Background: an optimization exercise with open tools, aiming at small area, a short achievable clock period and few clock cycles per item. Do not read the settings as production practice.
The RTL was checked by simulation tests, not by an equivalence proof against the original design.
No driver is modelled on the clock port, so clock power and skew are understated where the tree is cut down; a real chip needs a root buffer or a tree.
Power and IR drop assume default switching activity.

Setup of job 9026:
## esq1_core
module esq1_core (
    input  wire        clk,
    input  wire        rst,
    input  wire        cmd_valid,
    output wire        cmd_ready,
    input  wire [31:0] cmd,
    output reg         done,
    output reg  [15:0] res,
    output reg  [2:0]  err,
    output reg  [7:0]  sub,
    output reg  [15:0] pos,
    output reg         sticky
);
clock: 10.0 ns
lec_check: 0
abc_area: 1
cap_margin: 30
core_margin: 2
core_utilization: 64
place_density: 0.74
slew_margin: 20
standard.sh (not shown) runs the stock make flow with config.mk's settings and CLKGATE_MAP_FILE= SYNTH_SCRIPT=/design/flow/synth_recipe.tcl, a recipe that flattens the netlist after the stock synthesis.
==> flow/flow/run.sh <==
#!/bin/bash
# The standard layout (the standard.sh: standard synthesis, floorplan,
# placement, CTS, routing), with these changes to how it is made:
# - ORFS's timing repair aims below the clock period: repair_timing treats
#   a path as failing until its slack reaches SETUP_SLACK_MARGIN ns, so the
#   sized netlist runs well under the 10 ns clock;
# - the port buffers are buf_4 (ORFS would pick a delay cell);
# - after global placement, post_gpl.tcl moves each register that drives an
#   output port's buffer next to that buffer;
# - CTS clusters up to 25 sinks per leaf buffer (within 80 um) and adds no
#   dummy loads;
# - after CTS, post_cts.tcl moves the clock pin to the middle of the left
#   edge and rebuilds the top of the clock tree (retree.tcl): the clock
#   port drives four buffers next to it, one per region of the die, and
#   each drives the leaf buffers of its region. The tree stays balanced
#   and is one level shallower than the one CTS builds;
# - clock nets are routed on met4 and met5 (ORFS: met3 and up), which have
#   less capacitance per um, so the long nets of the shallow tree are faster;
# - after global routing, post_grt.tcl repairs antennas again with a margin,
#   so detailed routing needs no antenna repair-and-reroute passes.
# The SDC, the clock period and every other setting stay the standard flow's.
set -euo pipefail
here=$(pwd)
bash standard.sh SETUP_SLACK_MARGIN=7.0 \
  "BUFFER_PORTS_ARGS=-buffer_cell sky130_fd_sc_hd__buf_4" \
  "CTS_ARGS=-sink_clustering_enable -repair_clock_nets -sink_clustering_size 25 -sink_clustering_max_diameter 80 -dont_use_dummy_load" \
  MIN_CLK_ROUTING_LAYER=met4 \
  POST_GLOBAL_PLACE_TCL="$here/flow/post_gpl.tcl" \
  POST_CTS_TCL="$here/flow/post_cts.tcl" \
  POST_GLOBAL_ROUTE_TCL="$here/flow/post_grt.tcl" \
  finish > flow_standard.log 2>&1
==> flow/flow/post_cts.tcl <==
# POST_CTS hook: put the clock pin at the middle of the left edge, rebuild
# the top of the clock tree (see retree.tcl), legalize the new buffers and
# repair timing again on the new tree.
source [file join [file dirname [info script]] retree.tcl]
center_clk_pin
retree_clock 4
detailed_placement
estimate_parasitics -placement
repair_timing_helper
detailed_placement
check_placement -verbose
==> flow/flow/post_gpl.tcl <==
# POST_GLOBAL_PLACE hook: move each register that drives an output port's
# buffer next to that buffer (which sits at its port), so that the
# register's output drives a short wire; detailed placement legalizes it.
# The paths into these registers have time to spare; the paths out of them
# to the ports are the slowest in the design.
proc place_output_regs {} {
  set block [ord::get_db_block]
  array set sumx {}; array set sumy {}; array set cnt {}; array set obj {}
  foreach bt [$block getBTerms] {
    if {[$bt getIoType] ne "OUTPUT"} { continue }
    set net [$bt getNet]
    if {$net eq "NULL"} { continue }
    foreach it [$net getITerms] {
      if {[$it getIoType] ne "OUTPUT"} { continue }
      set buf [$it getInst]
      foreach bit [$buf getITerms] {
        if {[$bit getIoType] ne "INPUT" || ![$bit isInputSignal]} { continue }
        set inet [$bit getNet]
        if {$inet eq "NULL"} { continue }
        foreach dit [$inet getITerms] {
          if {[$dit getIoType] ne "OUTPUT"} { continue }
          set reg [$dit getInst]
          if {![string match "*__df*" [[$reg getMaster] getName]]} { continue }
          set bb [$buf getBBox]
          set k [$reg getName]
          set obj($k) $reg
          if {![info exists cnt($k)]} { set cnt($k) 0; set sumx($k) 0; set sumy($k) 0 }
          incr cnt($k)
          set sumx($k) [expr {$sumx($k) + [$bb xMin]}]
          set sumy($k) [expr {$sumy($k) + [$bb yMin]}]
        }
      }
    }
  }
  set core [$block getCoreArea]
  set cx [expr {([$core xMin] + [$core xMax]) / 2}]
  set cy [expr {([$core yMin] + [$core yMax]) / 2}]
  set n 0
  foreach k [array names cnt] {
    set x [expr {$sumx($k) / $cnt($k)}]
    set y [expr {$sumy($k) / $cnt($k)}]
    set x [expr {$x + ($cx > $x ? 4000 : -4000)}]
    set y [expr {$y + ($cy > $y ? 4000 : -4000)}]
    $obj($k) setLocation $x $y
    incr n
  }
  puts "place_output_regs: moved $n registers"
}
place_output_regs
Other scripts of this flow, unchanged in this note and not shown: flow/flow/post_grt.tcl, flow/flow/retree.tcl
Job 9026 completed end to end with timing, DRC and antenna clean.
Testbench counts of job 9026, summed over its fixed seeds: cycles 13,568, cmds 13,544.
Here is what was changed in the inputs of job 4274 compared with job 9026.
diff --git a/flow/flow/run.sh b/flow/flow/run.sh
--- a/flow/flow/run.sh
+++ b/flow/flow/run.sh
@@ -7,4 +7,2 @@
 # - the port buffers are buf_4 (ORFS would pick a delay cell);
-# - after global placement, post_gpl.tcl moves each register that drives an
-#   output port's buffer next to that buffer;
 # - CTS clusters up to 25 sinks per leaf buffer (within 80 um) and adds no
@@ -16,4 +14,2 @@
 #   and is one level shallower than the one CTS builds;
-# - clock nets are routed on met4 and met5 (ORFS: met3 and up), which have
-#   less capacitance per um, so the long nets of the shallow tree are faster;
 # - after global routing, post_grt.tcl repairs antennas again with a margin,
@@ -26,4 +22,2 @@
   "CTS_ARGS=-sink_clustering_enable -repair_clock_nets -sink_clustering_size 25 -sink_clustering_max_diameter 80 -dont_use_dummy_load" \
-  MIN_CLK_ROUTING_LAYER=met4 \
-  POST_GLOBAL_PLACE_TCL="$here/flow/post_gpl.tcl" \
   POST_CTS_TCL="$here/flow/post_cts.tcl" \
diff --git a/flow/config.mk b/flow/config.mk
--- a/flow/config.mk
+++ b/flow/config.mk
@@ -10,4 +10,4 @@
 export CORE_MARGIN = 2
-export CORE_UTILIZATION = 64
-export PLACE_DENSITY = 0.74
+export CORE_UTILIZATION = 58
+export PLACE_DENSITY = 0.68
 export SLEW_MARGIN = 20
removed: flow/flow/post_gpl.tcl
==> summary.txt <==
Job 4274 went all the way through the flow, and no timing, DRC or antenna check failed.
Total power of job 4274 is higher than that of job 9026.
NOTE aggregate routed wire length job 9026->job 4274 decreased slightly
The run showing the greater antenna diode instance count is job 4274.
For job 3258, these inputs were changed with respect to job 4274:
diff --git a/flow/flow/run.sh b/flow/flow/run.sh
--- a/flow/flow/run.sh
+++ b/flow/flow/run.sh
@@ -14,2 +14,4 @@
 #   and is one level shallower than the one CTS builds;
+# - clock nets are routed on met4 and met5 (ORFS: met3 and up), which have
+#   less capacitance per um, so the long nets of the shallow tree are faster;
 # - after global routing, post_grt.tcl repairs antennas again with a margin,
@@ -22,2 +24,3 @@
   "CTS_ARGS=-sink_clustering_enable -repair_clock_nets -sink_clustering_size 25 -sink_clustering_max_diameter 80 -dont_use_dummy_load" \
+  MIN_CLK_ROUTING_LAYER=met4 \
   POST_CTS_TCL="$here/flow/post_cts.tcl" \
diff --git a/flow/config.mk b/flow/config.mk
--- a/flow/config.mk
+++ b/flow/config.mk
@@ -10,4 +10,4 @@
 export CORE_MARGIN = 2
-export CORE_UTILIZATION = 58
-export PLACE_DENSITY = 0.68
+export CORE_UTILIZATION = 70
+export PLACE_DENSITY = 0.8
 export SLEW_MARGIN = 20
Results
Job 3258 went all the way through synthesis, placement and routing and the layout is clean on timing, DRC and antenna.
Register-to-register slack: higher on job 4274
From job 4274 to job 3258 the numbers moved as follows: global-route usage rose 9.1 points, power drawn by the clock network fell by 4.7%, worst hold slack now sits lower, clock skew shows an increase of 0.020 ns, final layout net count has remained practically unchanged.
Final area: job 4274 and job 3258 compared, lower one is job 3258
Die span in y: job 3258 vs job 4274 down 8.9%
Job 3258: power per cell area lower than job 4274
Relative max-transition margin in job 3258 is 2.0 points lower than in job 4274
From job 3258 to job 4274, final hold violation count did not move at all.
The following lists how job 2856 was set up differently from job 3258:
==> flow/flow/run.sh <==
#!/bin/bash
# The standard layout (the standard.sh: standard synthesis, floorplan,
# placement, CTS, routing) with these changes to how it is made:
# - ORFS's timing repair aims below the clock period: repair_timing treats a
#   path as failing until its slack reaches SETUP_SLACK_MARGIN ns, so the
#   sized netlist runs well under the 10 ns clock;
# - the port buffers are buf_4 (ORFS would pick a delay cell);
# - CTS clusters up to 25 sinks per leaf buffer (within 80 um) and adds no
#   dummy loads;
# - after CTS, post_cts.tcl moves the clock pin to the middle of the left
#   edge and rebuilds the top of the clock tree: the clock
#   port drives four buffers next to it, one per region, that drive the
#   leaf buffers
#   (retree.tcl); the tree stays balanced, one level shallower;
# - after global routing, post_grt.tcl repairs antennas with a margin so
#   detailed routing needs no antenna re-route passes.
# The SDC and every other setting stay the standard flow's.
set -euo pipefail
here=$(pwd)
bash standard.sh SETUP_SLACK_MARGIN=7.0 \
  "BUFFER_PORTS_ARGS=-buffer_cell sky130_fd_sc_hd__buf_4" \
  "CTS_ARGS=-sink_clustering_enable -repair_clock_nets -sink_clustering_size 25 -sink_clustering_max_diameter 80 -dont_use_dummy_load" \
  POST_CTS_TCL="$here/flow/post_cts.tcl" \
  POST_GLOBAL_ROUTE_TCL="$here/flow/post_grt.tcl" \
  finish > flow_standard.log 2>&1
==> flow/flow/post_cts.tcl <==
# POST_CTS hook: rebuild the top of the clock tree (see retree.tcl), then
# legalize the new buffers and repair timing again on the new tree.
source [file join [file dirname [info script]] retree.tcl]
center_clk_pin
retree_clock 4
detailed_placement
estimate_parasitics -placement
repair_timing_helper
detailed_placement
check_placement -verbose
diff --git a/flow/config.mk b/flow/config.mk
--- a/flow/config.mk
+++ b/flow/config.mk
@@ -10,4 +10,4 @@
 export CORE_MARGIN = 2
-export CORE_UTILIZATION = 70
-export PLACE_DENSITY = 0.8
+export CORE_UTILIZATION = 50
+export PLACE_DENSITY = 0.62
 export SLEW_MARGIN = 20
Results
Job 2856 vs job 3258 — number of cells after detailed placement climbed by a few percent
Changes observed in job 2856 relative to job 3258: residual DRC count flat, synthesized-area fraction occupied by and/or/nand/nor cells flat, critical path depth down 7, total design power up 4.6%.
Between job 3258 and job 2856, via count decreased.

## static timing again, ports no longer ideal
The flow's constraints put no driver on any port. The routed layouts listed below were extracted and timed again, unchanged, in two steps. Step 1, drivers: a clkbuf_16 drives clk and a buf_2 each remaining input, both assumed. Step 2 moves the port delays by t, midway between the first and last clock arrival at a register: inputs arrive t later, outputs are due t later. That takes back most of the time a late clock gives input paths. Slacks: ideal ports / drivers / drivers and shift; pairs: ideal ports / drivers.
run | t, ns | setup slack, ns | cell pins on the clock port's net
job 9026 | 0.651 | 6.874 / 6.821 / 6.484 | 4
job 4274 | 0.673 | 6.748 / 6.685 / 6.453 | 4
job 3258 | 0.658 | 6.829 / 6.784 / 6.388 | 4
job 2856 | 0.704 | 6.700 / 6.641 / 6.485 | 4
After both steps setup and hold are still met in every run listed. The setup slack of job 3258, which loses most, moves by -0.045 ns with the drivers and by -0.441 ns with both steps.
